From an optimization exercise on the open Yosys and OpenROAD flow, aimed at small area, a short achievable clock period and few clock cycles per item; shortcuts taken in it are not production practice. Function was checked by simulation only, so behaviour that the tests miss may differ from the original. No activity file was given, so power comes from the tool's default toggle rates.

==> inputs of fjord <==
==> flow/design.v <==
module pite_xform (
    input  wire        clk,
    input  wire        rst_n,         
    input  wire [2:0]  cfg_op,        
    input  wire        cfg_perch,
    input  wire        cfg_chen,
    input  wire [1:0]  cfg_chsel,
    input  wire [31:0] cfg_opnd0,
    input  wire [31:0] cfg_opnd1,
    input  wire [31:0] cfg_opnd2,
    input  wire [7:0]  cfg_outmin,
    input  wire [7:0]  cfg_outmax,
    input  wire [7:0]  cfg_rmin,
    input  wire [7:0]  cfg_rmax,
    input  wire        in_valid,
    output wire        in_ready,
    input  wire [7:0]  in_data,
    input  wire [2:0]  in_tag,
    output wire        out_valid,
    input  wire        out_ready,
    output wire [7:0]  out_data
);
    parameter [8:0] CUT = 9'b0_0101_0100;
    parameter       ATYPE = 1;
    localparam integer NCUT = CUT[1]+CUT[2]+CUT[3]+CUT[4]+CUT[5]+CUT[6]+CUT[7]+CUT[8];
    localparam integer CAP = NCUT + 4;
    localparam OP_SADD   = 3'd1;
    localparam OP_SSUB   = 3'd2;
    localparam OP_SMUL   = 3'd3;
    localparam OP_SDIV   = 3'd4;
    localparam OP_CSTR   = 3'd6;
    localparam OP_BPLANE = 3'd7;
    wire acc   = in_valid & in_ready;
    reg  op_smul, op_sdiv, op_cstr, op_bp, op_ssub, op_short;
    always @(posedge clk) begin
        op_smul  <= (cfg_op == OP_SMUL);
        op_sdiv  <= (cfg_op == OP_SDIV);
        op_cstr  <= (cfg_op == OP_CSTR);
        op_bp    <= (cfg_op == OP_BPLANE);
        op_ssub  <= (cfg_op == OP_SSUB);
        op_short <= (cfg_op == OP_SADD) | (cfg_op == OP_SSUB) | (cfg_op == OP_BPLANE);
    end
    wire cstr  = op_cstr;
    wire short = op_short;
    wire [1:0]  ik   = in_tag[1:0];
    wire [31:0] in_n = !cfg_perch ? cfg_opnd0 :
                       (ik == 2'd1) ? cfg_opnd1 :
                       (ik == 2'd2) ? cfg_opnd2 : cfg_opnd0;
    wire [8:0]  in_u = {1'b0, in_data} - {1'b0, cfg_rmin};
    reg  [7:0]  v;
    reg  [2:0]  tag;
    reg         sel;
    reg  [24:0] n;
    reg         n_hi8, n_hi24, n_hi25, n_zero;
    reg  [7:0]  au;
    reg         uneg;
    reg         val0;
    always @(posedge clk) begin
        v      <= in_data;
        tag    <= in_tag;
        sel    <= !cfg_chen || (ik == cfg_chsel);
        n      <= in_n[24:0];
        n_hi8  <= |in_n[31:8];
        n_hi24 <= |in_n[31:24];
        n_hi25 <= |in_n[31:25];
        n_zero <= ~|in_n;
        au     <= in_u[8] ? (cfg_rmin - in_data) : in_u[7:0];
        uneg   <= in_u[8];
        val0   <= rst_n & acc;
    end
    wire        sub     = op_ssub;
    wire [8:0]  as9     = {1'b0, v} + {1'b0, sub ? ~n[7:0] : n[7:0]} + {8'd0, sub};
    reg  [7:0]  sh_res;
    always @(*) begin
        if (op_bp)
            sh_res = v[tag] ? 8'd255 : 8'd0;
        else if (!sel)
            sh_res = v;
        else if (sub)
            sh_res = (n_hi8 | !as9[8]) ? 8'd0 : as9[7:0];
        else
            sh_res = (n_hi8 | as9[8]) ? 8'd255 : as9[7:0];
    end
    wire [8:0]  sd_hi = {1'b0, n[24:17]} + {1'b0, v};
    wire [25:0] sm_t  = {1'b0, n} + 26'd256;           
    reg  [25:0] a_i;      
    reg  [7:0]  m_i;      
    reg         d_i;      
    reg         f_i;      
    always @(*) begin
        a_i = {v, 18'd0};
        m_i = 8'd0;
        d_i = 1'b0;
        f_i = 1'b0;
        if (sel) begin
            if (op_smul) begin
                a_i = v[7] ? {sm_t[16:0], 9'd0} : 26'h002_0000;
                m_i = {v[6:0], 1'b0};
                f_i = (n_hi24 & (|v)) | (v[7] & (|sm_t[25:17]));
            end else if (n_zero) begin
                f_i = 1'b1;
            end else if (n_hi25) begin
                a_i = 26'd0;
            end else begin
                a_i = {sd_hi, n[16:0]};
                d_i = 1'b1;
            end
        end
    end
    wire [8:0]  dout9 = {1'b0, cfg_outmax} - {1'b0, cfg_outmin};
    wire [8:0]  den9  = {1'b0, cfg_rmax} - {1'b0, cfg_rmin};
    reg  [7:0]  adout_r, den_r, denm_r, outmin_r;
    reg         sgn_r, degen_r;
    always @(posedge clk) begin
        outmin_r <= cfg_outmin;
        adout_r  <= dout9[8] ? -dout9[7:0] : dout9[7:0];
        den_r    <= den9[8] ? -den9[7:0] : den9[7:0];
        denm_r   <= den_r - 8'd1;
        sgn_r    <= dout9[8] ^ den9[8];
        degen_r  <= (den9 == 9'd0);
    end
    wire        cs_s  = sgn_r ^ uneg;
    wire [7:0]  cs_t  = cs_s ? denm_r : den_r;             
    wire [15:0] pp [0:8];
    genvar r;
    generate
        for (r = 0; r < 8; r = r + 1) begin : ppg
            assign pp[r] = au[r] ? ({8'd0, adout_r} << r) : 16'd0;
        end
    endgenerate
    assign pp[8] = {9'd0, cs_t[7:1]};
    wire [15:0] l1s0 = pp[0] ^ pp[1] ^ pp[2];
    wire [15:0] l1c0 = ((pp[0] & pp[1]) | (pp[0] & pp[2]) | (pp[1] & pp[2])) << 1;
    wire [15:0] l1s1 = pp[3] ^ pp[4] ^ pp[5];
    wire [15:0] l1c1 = ((pp[3] & pp[4]) | (pp[3] & pp[5]) | (pp[4] & pp[5])) << 1;
    wire [15:0] l1s2 = pp[6] ^ pp[7] ^ pp[8];
    wire [15:0] l1c2 = ((pp[6] & pp[7]) | (pp[6] & pp[8]) | (pp[7] & pp[8])) << 1;
    wire [15:0] l2s0 = l1s0 ^ l1c0 ^ l1s1;
    wire [15:0] l2c0 = ((l1s0 & l1c0) | (l1s0 & l1s1) | (l1c0 & l1s1)) << 1;
    wire [15:0] l2s1 = l1c1 ^ l1s2 ^ l1c2;
    wire [15:0] l2c1 = ((l1c1 & l1s2) | (l1c1 & l1c2) | (l1s2 & l1c2)) << 1;
    wire [15:0] l3s  = l2s0 ^ l2c0 ^ l2s1;
    wire [15:0] l3c  = ((l2s0 & l2c0) | (l2s0 & l2s1) | (l2c0 & l2s1)) << 1;
    wire [15:0] l4s  = l3s ^ l3c ^ l2c1;
    wire [15:0] l4c  = ((l3s & l3c) | (l3s & l2c1) | (l3c & l2c1)) << 1;
    wire [15:0] cs_h = l4s + l4c;
    wire [16:0] cs_n = {cs_h, cs_t[0]};
    reg  [25:0] a_r [0:9];
    reg  [24:0] b_r [0:9];    
    reg  [7:0]  m_r [0:9];
    reg         d_r [0:9];
    reg         f_r [0:9];
    reg         s_r [0:9];
    reg         val_r [0:9];
    always @(posedge clk) begin
        if (cstr) begin
            a_r[9] <= degen_r ? {outmin_r, 18'd0} : {cs_n, 9'd0};
            b_r[9] <= ~{8'd0, den_r, 9'd0};
            m_r[9] <= 8'd0;
            d_r[9] <= !degen_r;
            f_r[9] <= 1'b0;
        end else begin
            a_r[9] <= a_i;
            b_r[9] <= op_sdiv ? ~n[24:0] : n[24:0];
            m_r[9] <= m_i;
            d_r[9] <= d_i;
            f_r[9] <= f_i;
        end
        s_r[9]   <= cs_s;
        val_r[9] <= rst_n & val0 & !short;
    end
    genvar j, t;
    generate
        for (j = 8; j >= 0; j = j - 1) begin : step
            localparam integer W = 25 - j;         
            wire [24:0] b_s = b_r[j+1];
            wire [7:0]  m_s = m_r[j+1];
            wire        d_s = d_r[j+1];
            wire [25:0] a_s = {a_r[j+1][25:j+1], ~b_s[j:0] & {(j+1){d_s}}};
            wire        f_s = f_r[j+1];
            wire        hz;
            if (j == 0) begin : nohi
                assign hz = 1'b1;
            end else begin : hi
                assign hz = d_s ? &b_s[24:25-j] : ~|b_s[24:25-j];
            end
            wire [W-1:0] x = b_s[W-1:0];
            wire [W-1:0] sum;
            wire         co;
            if (j == 8) begin : cmp
                assign co  = {1'b0, a_s[25:9]} >= {1'b0, ~b_s[16:0]};
                assign sum = a_s[25:9];
            end else if (j == 0) begin : cmp0
                assign co  = {1'b0, a_s[25:1]} >= {1'b0, ~b_s[24:0]};
                assign sum = a_s[25:1];
            end else begin : addsub
                pite_add #(.W(W), .TYPE(ATYPE)) add (.a(a_s[25:j+1]), .b(x), .ci(d_s), .s(sum), .co(co));
            end
            wire         qb  = co & hz;                        
            wire         mb;
            if (j < 8 && j > 0) begin : mbit
                assign mb = m_s[j];
            end else begin : nombit
                assign mb = 1'b0;
            end
            wire         ov  = co | ~hz;                       
            wire         upd = (j == 8 || j == 0) ? 1'b0 : (d_s ? qb : mb);
            wire [25:0]  a_n;
            assign a_n[25:j+1] = upd ? sum : a_s[25:j+1];
            assign a_n[j:0] = a_s[j:0];
            wire [7:0] m_n;
            for (t = 0; t < 8; t = t + 1) begin : mm
                if (t == j) begin : q
                    assign m_n[t] = d_s ? qb : m_s[t];
                end else begin : p
                    assign m_n[t] = m_s[t];
                end
            end
            wire f_n = f_s | (d_s ? ((j == 8) & qb) : (mb & ov));
            if (CUT[j] && j > 0) begin : rg
                always @(posedge clk) begin
                    a_r[j] <= a_n; b_r[j] <= b_s; m_r[j] <= m_n;
                    d_r[j] <= d_s; f_r[j] <= f_n; s_r[j] <= s_r[j+1];
                    val_r[j] <= rst_n & val_r[j+1];
                end
            end else begin : wr
                always @(*) begin
                    a_r[j] = a_n; b_r[j] = b_s; m_r[j] = m_n;
                    d_r[j] = d_s; f_r[j] = f_n; s_r[j] = s_r[j+1];
                    val_r[j] = val_r[j+1];
                end
            end
        end
    endgenerate
    wire [25:0] a_e = a_r[0];
    wire [7:0]  q_e = m_r[0];
    wire        d_e = d_r[0];
    wire        f_e = f_r[0];
    wire        s_e = s_r[0];
    wire [8:0]  up0 = {1'b0, outmin_r} + {1'b0, q_e[7:1], 1'b0};
    wire [8:0]  up1 = {1'b0, outmin_r} + {1'b0, q_e[7:1], 1'b1};
    wire [8:0]  dn0 = {1'b0, outmin_r} - {1'b0, q_e[7:1], 1'b0};
    wire [8:0]  dn1 = {1'b0, outmin_r} - {1'b0, q_e[7:1], 1'b1};
    wire [7:0]  cs0 = s_e ? ((f_e | dn0[8]) ? 8'd0 : dn0[7:0]) : ((f_e | up0[8]) ? 8'd255 : up0[7:0]);
    wire [7:0]  cs1 = s_e ? ((f_e | dn1[8]) ? 8'd0 : dn1[7:0]) : ((f_e | up1[8]) ? 8'd255 : up1[7:0]);
    reg  [7:0]  res;
    always @(*) begin
        if (short)
            res = sh_res;
        else if (!d_e)
            res = f_e ? 8'd255 : a_e[25:18];
        else if (!cstr)
            res = f_e ? 8'd255 : q_e;
        else
            res = q_e[0] ? cs1 : cs0;
    end
    wire r_val = short ? val0 : val_r[0];
    localparam integer FD = CAP - 1;
    reg  [7:0] head;
    reg        hval;
    reg  [7:0] fifo [0:FD-1];
    reg  [3:0] wp, rp, cnt;
    reg  [3:0] inflight;
    reg        rdy;
    assign out_valid = hval;
    assign out_data  = head;
    wire del   = hval & out_ready;
    wire hfree = !hval | out_ready;             
    wire fne   = (cnt != 4'd0);
    wire pop   = hfree & fne;
    wire push  = r_val & (fne | !hfree);
    wire [3:0] inflight_n = inflight + {3'd0, acc} - {3'd0, del};
    always @(posedge clk) begin
        if (push) fifo[wp] <= res;
        if (hfree) head <= fne ? fifo[rp] : res;
        if (!rst_n) begin
            wp <= 4'd0; rp <= 4'd0; cnt <= 4'd0; hval <= 1'b0;
            inflight <= 4'd0; rdy <= 1'b0;
        end else begin
            if (push) wp <= (wp == FD-1) ? 4'd0 : wp + 4'd1;
            if (pop)  rp <= (rp == FD-1) ? 4'd0 : rp + 4'd1;
            cnt  <= cnt + {3'd0, push} - {3'd0, pop};
            hval <= hfree ? (fne | r_val) : 1'b1;
            inflight <= inflight_n;
            rdy <= (inflight_n < CAP);
        end
    end
    assign in_ready = rdy;
endmodule
module pite_add #(parameter W = 8, parameter TYPE = 1) (
    input  wire [W-1:0] a,
    input  wire [W-1:0] b,
    input  wire         ci,
    output wire [W-1:0] s,
    output wire         co
);
    generate
        if (TYPE == 1 || TYPE == 2 || TYPE == 3) begin : pfx
            reg [W:0] g, p;
            integer i, l, m;
            always @(*) begin
                g = {a & b, ci};
                p = {a ^ b, 1'b0};
                if (TYPE == 1) begin
                    for (l = 1; l <= W; l = l * 2)
                        for (i = W; i >= 0; i = i - 1)
                            if ((i / l) % 2 == 1) begin
                                m = (i / l) * l - 1;
                                g[i] = g[i] | (p[i] & g[m]);
                                p[i] = p[i] & p[m];
                            end
                end else if (TYPE == 2) begin
                    for (l = 1; l <= W; l = l * 2)
                        for (i = W; i >= 0; i = i - 1)
                            if ((i + 1) % (2 * l) == 0) begin
                                g[i] = g[i] | (p[i] & g[i - l]);
                                p[i] = p[i] & p[i - l];
                            end
                    for (l = l / 2; l >= 1; l = l / 2)
                        for (i = W; i >= 0; i = i - 1)
                            if ((i + 1) % (2 * l) == l && i >= 2 * l) begin
                                g[i] = g[i] | (p[i] & g[i - l]);
                                p[i] = p[i] & p[i - l];
                            end
                end else begin
                    for (i = 1; i <= W; i = i + 1)
                        g[i] = g[i] | (p[i] & g[i - 1]);
                end
            end
            assign s  = (a ^ b) ^ g[W-1:0];
            assign co = g[W];
        end else begin : plus
            assign {co, s} = {1'b0, a} + {1'b0, b} + {{W{1'b0}}, ci};
        end
    endgenerate
endmodule
==> flow/flow/run.sh <==
#!/bin/bash
# Layout flow: the standard flow (standard.sh, ORFS make targets) with
# two changes to how the layout is made:
#  - timing repair aims at a setup slack of SETUP_MARGIN ns rather than 0,
#    so the resizer also speeds up paths that already meet the clock;
#  - the port buffers that every input and output gets are buf_1 cells.
# The clock period and constraints are the standard flow's. ORFS keeps each step's full
# tool output in orfs/logs/; make's own output goes to standard.log here.
set -e
SETUP_MARGIN=8
bash standard.sh SETUP_SLACK_MARGIN=$SETUP_MARGIN \
    "BUFFER_PORTS_ARGS=-buffer_cell sky130_fd_sc_hd__buf_1" finish > standard.log 2>&1
==> flow/standard.sh <==
#!/bin/bash
# synth_recipe.tcl (not shown) runs the flow's synth.tcl, then flattens the netlist and writes it again
# the make line also repeats each setting of config.mk as NAME=value (left out here)
make -C /OpenROAD-flow-scripts/flow DESIGN_CONFIG=/design/flow/config.mk WORK_HOME=/design/flow/orfs CLKGATE_MAP_FILE= SYNTH_SCRIPT=/design/flow/synth_recipe.tcl "${@:-finish}"
==> flow/config.mk <==
export PLATFORM = sky130hd
export DESIGN_NAME = pite_xform
export DESIGN_NICKNAME = pite_xform
export VERILOG_FILES = /design/flow/design.v
export SDC_FILE = /design/flow/constraint.sdc
export NUM_CORES = 4
export LEC_CHECK = 0
export ABC_AREA = 0
export CAP_MARGIN = 20
export CORE_MARGIN = 2
export CORE_UTILIZATION = 40
export SLEW_MARGIN = 20
==> flow/constraint.sdc <==
create_clock -name core_clock -period 12.5 [get_ports {clk}]
set_input_delay 2.5000 -clock core_clock [delete_from_list [all_inputs] [get_ports {clk}]]
set_output_delay 2.5000 -clock core_clock [all_outputs]
set_load 0.01 [all_outputs]
==> inputs of indigo, as changes to fjord <==
==> flow/design.v, changed modules only <==
module pite_xform (
    input  wire        clk,
    input  wire        rst_n,         
    input  wire [2:0]  cfg_op,        
    input  wire        cfg_perch,
    input  wire        cfg_chen,
    input  wire [1:0]  cfg_chsel,
    input  wire [31:0] cfg_opnd0,
    input  wire [31:0] cfg_opnd1,
    input  wire [31:0] cfg_opnd2,
    input  wire [7:0]  cfg_outmin,
    input  wire [7:0]  cfg_outmax,
    input  wire [7:0]  cfg_rmin,
    input  wire [7:0]  cfg_rmax,
    input  wire        in_valid,
    output wire        in_ready,
    input  wire [7:0]  in_data,
    input  wire [2:0]  in_tag,
    output wire        out_valid,
    input  wire        out_ready,
    output wire [7:0]  out_data
);
    parameter [8:0] CUT = 9'b0_1010_1010;
    parameter       ATYPE = 1;
    localparam integer NCUT = CUT[1]+CUT[2]+CUT[3]+CUT[4]+CUT[5]+CUT[6]+CUT[7]+CUT[8];
    localparam integer CAP = NCUT + 4;
    localparam OP_SADD   = 3'd1;
    localparam OP_SSUB   = 3'd2;
    localparam OP_SMUL   = 3'd3;
    localparam OP_SDIV   = 3'd4;
    localparam OP_CSTR   = 3'd6;
    localparam OP_BPLANE = 3'd7;
    wire acc   = in_valid & in_ready;
    reg  op_smul, op_sdiv, op_cstr, op_bp, op_ssub, op_short;
    always @(posedge clk) begin
        op_smul  <= (cfg_op == OP_SMUL);
        op_sdiv  <= (cfg_op == OP_SDIV);
        op_cstr  <= (cfg_op == OP_CSTR);
        op_bp    <= (cfg_op == OP_BPLANE);
        op_ssub  <= (cfg_op == OP_SSUB);
        op_short <= (cfg_op == OP_SADD) | (cfg_op == OP_SSUB) | (cfg_op == OP_BPLANE);
    end
    wire cstr  = op_cstr;
    wire short = op_short;
    wire [1:0]  ik   = in_tag[1:0];
    wire [31:0] in_n = !cfg_perch ? cfg_opnd0 :
                       (ik == 2'd1) ? cfg_opnd1 :
                       (ik == 2'd2) ? cfg_opnd2 : cfg_opnd0;
    wire [8:0]  in_u = {1'b0, in_data} - {1'b0, cfg_rmin};
    reg  [7:0]  v;
    reg  [2:0]  tag;
    reg         sel;
    reg  [24:0] n;
    reg         n_hi8, n_hi24, n_hi25, n_zero;
    reg  [7:0]  au;
    reg         uneg;
    reg         val0;
    always @(posedge clk) begin
        v      <= in_data;
        tag    <= in_tag;
        sel    <= !cfg_chen || (ik == cfg_chsel);
        n      <= in_n[24:0];
        n_hi8  <= |in_n[31:8];
        n_hi24 <= |in_n[31:24];
        n_hi25 <= |in_n[31:25];
        n_zero <= ~|in_n;
        au     <= in_u[8] ? (cfg_rmin - in_data) : in_u[7:0];
        uneg   <= in_u[8];
        val0   <= rst_n & acc;
    end
    wire        sub     = op_ssub;
    wire [8:0]  as9     = {1'b0, v} + {1'b0, sub ? ~n[7:0] : n[7:0]} + {8'd0, sub};
    reg  [7:0]  sh_res;
    always @(*) begin
        if (op_bp)
            sh_res = v[tag] ? 8'd255 : 8'd0;
        else if (!sel)
            sh_res = v;
        else if (sub)
            sh_res = (n_hi8 | !as9[8]) ? 8'd0 : as9[7:0];
        else
            sh_res = (n_hi8 | as9[8]) ? 8'd255 : as9[7:0];
    end
    wire [8:0]  sd_hi = {1'b0, n[24:17]} + {1'b0, v};
    reg  [25:0] a_i;      
    reg  [7:0]  m_i;      
    reg         d_i;      
    reg         f_i;      
    always @(*) begin
        a_i = {1'b0, v, 17'd0};
        m_i = 8'd0;
        d_i = 1'b0;
        f_i = 1'b0;
        if (sel) begin
            if (op_smul) begin
                a_i = 26'h001_0000;
                m_i = v;
                f_i = n_hi24 & (|v);
            end else if (n_zero) begin
                f_i = 1'b1;
            end else if (n_hi25) begin
                a_i = 26'd0;
            end else begin
                a_i = {sd_hi, n[16:0]};
                d_i = 1'b1;
            end
        end
    end
    reg  [8:0]  dout9, den9;
    reg  [7:0]  adout_r, den_r, denm_r, outmin_r;
    reg         sgn_r, degen_r;
    always @(posedge clk) begin
        dout9    <= {1'b0, cfg_outmax} - {1'b0, cfg_outmin};
        den9     <= {1'b0, cfg_rmax} - {1'b0, cfg_rmin};
        outmin_r <= cfg_outmin;
        adout_r  <= dout9[8] ? -dout9[7:0] : dout9[7:0];
        den_r    <= den9[8] ? -den9[7:0] : den9[7:0];
        denm_r   <= den9[8] ? ~den9[7:0] : den9[7:0] - 8'd1;
        sgn_r    <= dout9[8] ^ den9[8];
        degen_r  <= (den9 == 9'd0);
    end
    wire        cs_s  = sgn_r ^ uneg;
    wire [7:0]  cs_t  = cs_s ? denm_r : den_r;             
    wire [15:0] pp [0:8];
    genvar r;
    generate
        for (r = 0; r < 8; r = r + 1) begin : ppg
            assign pp[r] = au[r] ? ({8'd0, adout_r} << r) : 16'd0;
        end
    endgenerate
    assign pp[8] = {9'd0, cs_t[7:1]};
    wire [15:0] l1s0 = pp[0] ^ pp[1] ^ pp[2];
    wire [15:0] l1c0 = ((pp[0] & pp[1]) | (pp[0] & pp[2]) | (pp[1] & pp[2])) << 1;
    wire [15:0] l1s1 = pp[3] ^ pp[4] ^ pp[5];
    wire [15:0] l1c1 = ((pp[3] & pp[4]) | (pp[3] & pp[5]) | (pp[4] & pp[5])) << 1;
    wire [15:0] l1s2 = pp[6] ^ pp[7] ^ pp[8];
    wire [15:0] l1c2 = ((pp[6] & pp[7]) | (pp[6] & pp[8]) | (pp[7] & pp[8])) << 1;
    wire [15:0] l2s0 = l1s0 ^ l1c0 ^ l1s1;
    wire [15:0] l2c0 = ((l1s0 & l1c0) | (l1s0 & l1s1) | (l1c0 & l1s1)) << 1;
    wire [15:0] l2s1 = l1c1 ^ l1s2 ^ l1c2;
    wire [15:0] l2c1 = ((l1c1 & l1s2) | (l1c1 & l1c2) | (l1s2 & l1c2)) << 1;
    wire [15:0] l3s  = l2s0 ^ l2c0 ^ l2s1;
    wire [15:0] l3c  = ((l2s0 & l2c0) | (l2s0 & l2s1) | (l2c0 & l2s1)) << 1;
    wire [15:0] l4s  = l3s ^ l3c ^ l2c1;
    wire [15:0] l4c  = ((l3s & l3c) | (l3s & l2c1) | (l3c & l2c1)) << 1;
    wire [15:0] cs_h = l4s + l4c;
    wire [16:0] cs_n = {cs_h, cs_t[0]};
    reg  [25:0] a_r [0:9];
    reg  [24:0] b_r [0:9];    
    reg  [7:0]  m_r [0:9];
    reg         d_r [0:9];
    reg         f_r [0:9];
    reg         s_r [0:9];
    reg         val_r [0:9];
    always @(posedge clk) begin
        if (cstr) begin
            a_r[9] <= degen_r ? {1'b0, outmin_r, 17'd0} : {cs_n, 9'd0};
            b_r[9] <= ~{8'd0, den_r, 9'd0};
            m_r[9] <= 8'd0;
            d_r[9] <= !degen_r;
            f_r[9] <= 1'b0;
        end else begin
            a_r[9] <= a_i;
            b_r[9] <= op_sdiv ? ~n[24:0] : n[24:0];
            m_r[9] <= m_i;
            d_r[9] <= d_i;
            f_r[9] <= f_i;
        end
        s_r[9]   <= cs_s;
        val_r[9] <= rst_n & val0 & !short;
    end
    genvar j, t;
    generate
        for (j = 8; j >= 0; j = j - 1) begin : step
            localparam integer W = 25 - j;         
            wire [24:0] b_s = b_r[j+1];
            wire [7:0]  m_s = m_r[j+1];
            wire        d_s = d_r[j+1];
            wire [25:0] a_s = {a_r[j+1][25:j+1], ~b_s[j:0] & {(j+1){d_s}}};
            wire        f_s = f_r[j+1];
            wire        hz;
            if (j == 0) begin : nohi
                assign hz = 1'b1;
            end else begin : hi
                assign hz = d_s ? &b_s[24:25-j] : ~|b_s[24:25-j];
            end
            wire [W-1:0] x = b_s[W-1:0];
            wire [W-1:0] sum;
            wire         co;
            if (j == 8) begin : cmp
                assign co  = {1'b0, a_s[25:9]} >= {1'b0, ~b_s[16:0]};
                assign sum = a_s[25:9];
            end else begin : addsub
                pite_add #(.W(W), .TYPE(ATYPE)) add (.a(a_s[25:j+1]), .b(x), .ci(d_s), .s(sum), .co(co));
            end
            wire         qb  = co & hz;                        
            wire         mb;
            if (j < 8) begin : mbit
                assign mb = m_s[j];
            end else begin : nombit
                assign mb = 1'b0;
            end
            wire         ov  = co | sum[W-1] | ~hz;            
            wire         upd = (j == 8) ? 1'b0 : (d_s ? qb : mb);
            wire [25:0]  a_n;
            assign a_n[25:j+1] = upd ? sum : a_s[25:j+1];
            assign a_n[j:0] = a_s[j:0];
            wire [7:0] m_n;
            for (t = 0; t < 8; t = t + 1) begin : mm
                if (t == j) begin : q
                    assign m_n[t] = d_s ? qb : m_s[t];
                end else begin : p
                    assign m_n[t] = m_s[t];
                end
            end
            wire f_n = f_s | (d_s ? ((j == 8) & qb) : (mb & ov));
            if (CUT[j] && j > 0) begin : rg
                always @(posedge clk) begin
                    a_r[j] <= a_n; b_r[j] <= b_s; m_r[j] <= m_n;
                    d_r[j] <= d_s; f_r[j] <= f_n; s_r[j] <= s_r[j+1];
                    val_r[j] <= rst_n & val_r[j+1];
                end
            end else begin : wr
                always @(*) begin
                    a_r[j] = a_n; b_r[j] = b_s; m_r[j] = m_n;
                    d_r[j] = d_s; f_r[j] = f_n; s_r[j] = s_r[j+1];
                    val_r[j] = val_r[j+1];
                end
            end
        end
    endgenerate
    wire [25:0] a_e = a_r[0];
    wire [7:0]  q_e = m_r[0];
    wire        d_e = d_r[0];
    wire        f_e = f_r[0];
    wire        s_e = s_r[0];
    wire [8:0]  cs_up = {1'b0, outmin_r} + {1'b0, q_e};
    wire [8:0]  cs_dn = {1'b0, outmin_r} - {1'b0, q_e};
    reg  [7:0]  res;
    always @(*) begin
        if (short)
            res = sh_res;
        else if (!d_e)
            res = f_e ? 8'd255 : a_e[24:17];
        else if (!cstr)
            res = f_e ? 8'd255 : q_e;
        else if (!s_e)
            res = (f_e | cs_up[8]) ? 8'd255 : cs_up[7:0];
        else
            res = (f_e | cs_dn[8]) ? 8'd0 : cs_dn[7:0];
    end
    wire r_val = short ? val0 : val_r[0];
    localparam integer FD = CAP;
    reg  [7:0] fifo [0:FD-1];
    reg  [3:0] wp, rp, cnt;
    reg  [3:0] inflight;
    reg        rdy, nonempty;
    assign out_valid = nonempty;
    assign out_data  = fifo[rp];
    wire del   = nonempty & out_ready;
    wire [3:0] inflight_n = inflight + {3'd0, acc} - {3'd0, del};
    wire [3:0] cnt_n = cnt + {3'd0, r_val} - {3'd0, del};
    always @(posedge clk) begin
        if (r_val) fifo[wp] <= res;
        if (!rst_n) begin
            wp <= 4'd0; rp <= 4'd0; cnt <= 4'd0; nonempty <= 1'b0;
            inflight <= 4'd0; rdy <= 1'b0;
        end else begin
            if (r_val) wp <= (wp == FD-1) ? 4'd0 : wp + 4'd1;
            if (del)   rp <= (rp == FD-1) ? 4'd0 : rp + 4'd1;
            cnt <= cnt_n;
            nonempty <= r_val | (cnt > 4'd1) | ((cnt == 4'd1) & !out_ready);
            inflight <= inflight_n;
            rdy <= (inflight_n < CAP);
        end
    end
    assign in_ready = rdy;
endmodule
==> flow/run.sh (new file) <==
#!/bin/bash
# synth_recipe.tcl (not shown) runs the flow's synth.tcl, then flattens the netlist and writes it again
# the make line also repeats each setting of config.mk as NAME=value (left out here)
make -C /OpenROAD-flow-scripts/flow DESIGN_CONFIG=/design/flow/config.mk WORK_HOME=/design/flow/orfs CLKGATE_MAP_FILE= SYNTH_SCRIPT=/design/flow/synth_recipe.tcl finish
- ABC_AREA: 0 -> 1
removed: flow/flow/run.sh
removed: flow/standard.sh
==> inputs of quartz, as changes to fjord <==
--- a/flow/flow/run.sh
+++ b/flow/flow/run.sh
@@ -7,6 +7,6 @@
 # The clock period and constraints are the standard flow's. ORFS keeps each step's full
 # tool output in orfs/logs/; make's own output goes to standard.log here.
 set -e
-SETUP_MARGIN=8
+SETUP_MARGIN=8.5
 bash standard.sh SETUP_SLACK_MARGIN=$SETUP_MARGIN \
     "BUFFER_PORTS_ARGS=-buffer_cell sky130_fd_sc_hd__buf_1" finish > standard.log 2>&1
- ABC_AREA: 0 -> 1
==> notes <==
Via count, highest first: quartz, indigo, fjord. Utilization, highest first: quartz, fjord, indigo. Against quartz, the sequential power of indigo is higher by 14%. Combinational power, lowest first: indigo, fjord, quartz. Between fjord and quartz, the lower count of clock-buffer cells in the layout is in quartz (gap 3). Against indigo, the routed wire length of fjord is higher by 1.8%.
Testbench counts of fjord, summed over its fixed seeds: cycles 15,596, items 14,056.
Testbench counts of indigo, summed over its fixed seeds: cycles 15,741, items 14,056.
Testbench counts of quartz, summed over its fixed seeds: cycles 15,596, items 14,056.

[re-timing with driven ports]
Ports are ideal in the flow. The routed layouts listed here were re-timed in OpenROAD. Step 1 (the two cells are an assumption about what drives the block):
set clk [get_ports {clk}]
set_driving_cell -lib_cell sky130_fd_sc_hd__clkbuf_16 $clk
set_driving_cell -lib_cell sky130_fd_sc_hd__buf_2 [delete_from_list [all_inputs] $clk]
Step 2 adds t to the input delays and takes it off the output delays; t is the mean of the earliest and latest rising clock arrival at the registers after step 1. Input paths then give back, and output paths get back, about the clock's delay inside the block. a / b / c = ideal ports / drivers / drivers and shift; a / b = the first two.
run	t, ns	slack for setup (ns)	worst setup path at the end	worst register clock-pin slew, ns	worst data-port slew with drivers (ns)
fjord	0.644	7.221 / 7.221 / 7.221	register to register	0.07 / 0.07	0.07
indigo	0.666	6.921 / 6.851 / 7.277	input to register	0.07 / 0.07	0.10
quartz	0.651	8.088 / 8.088 / 7.838	input to register	0.07 / 0.07	0.10
After both steps setup and hold are still met in every run listed. The setup slack of quartz, which loses most, moves by 0.000 ns with the drivers and by -0.250 ns with both steps.
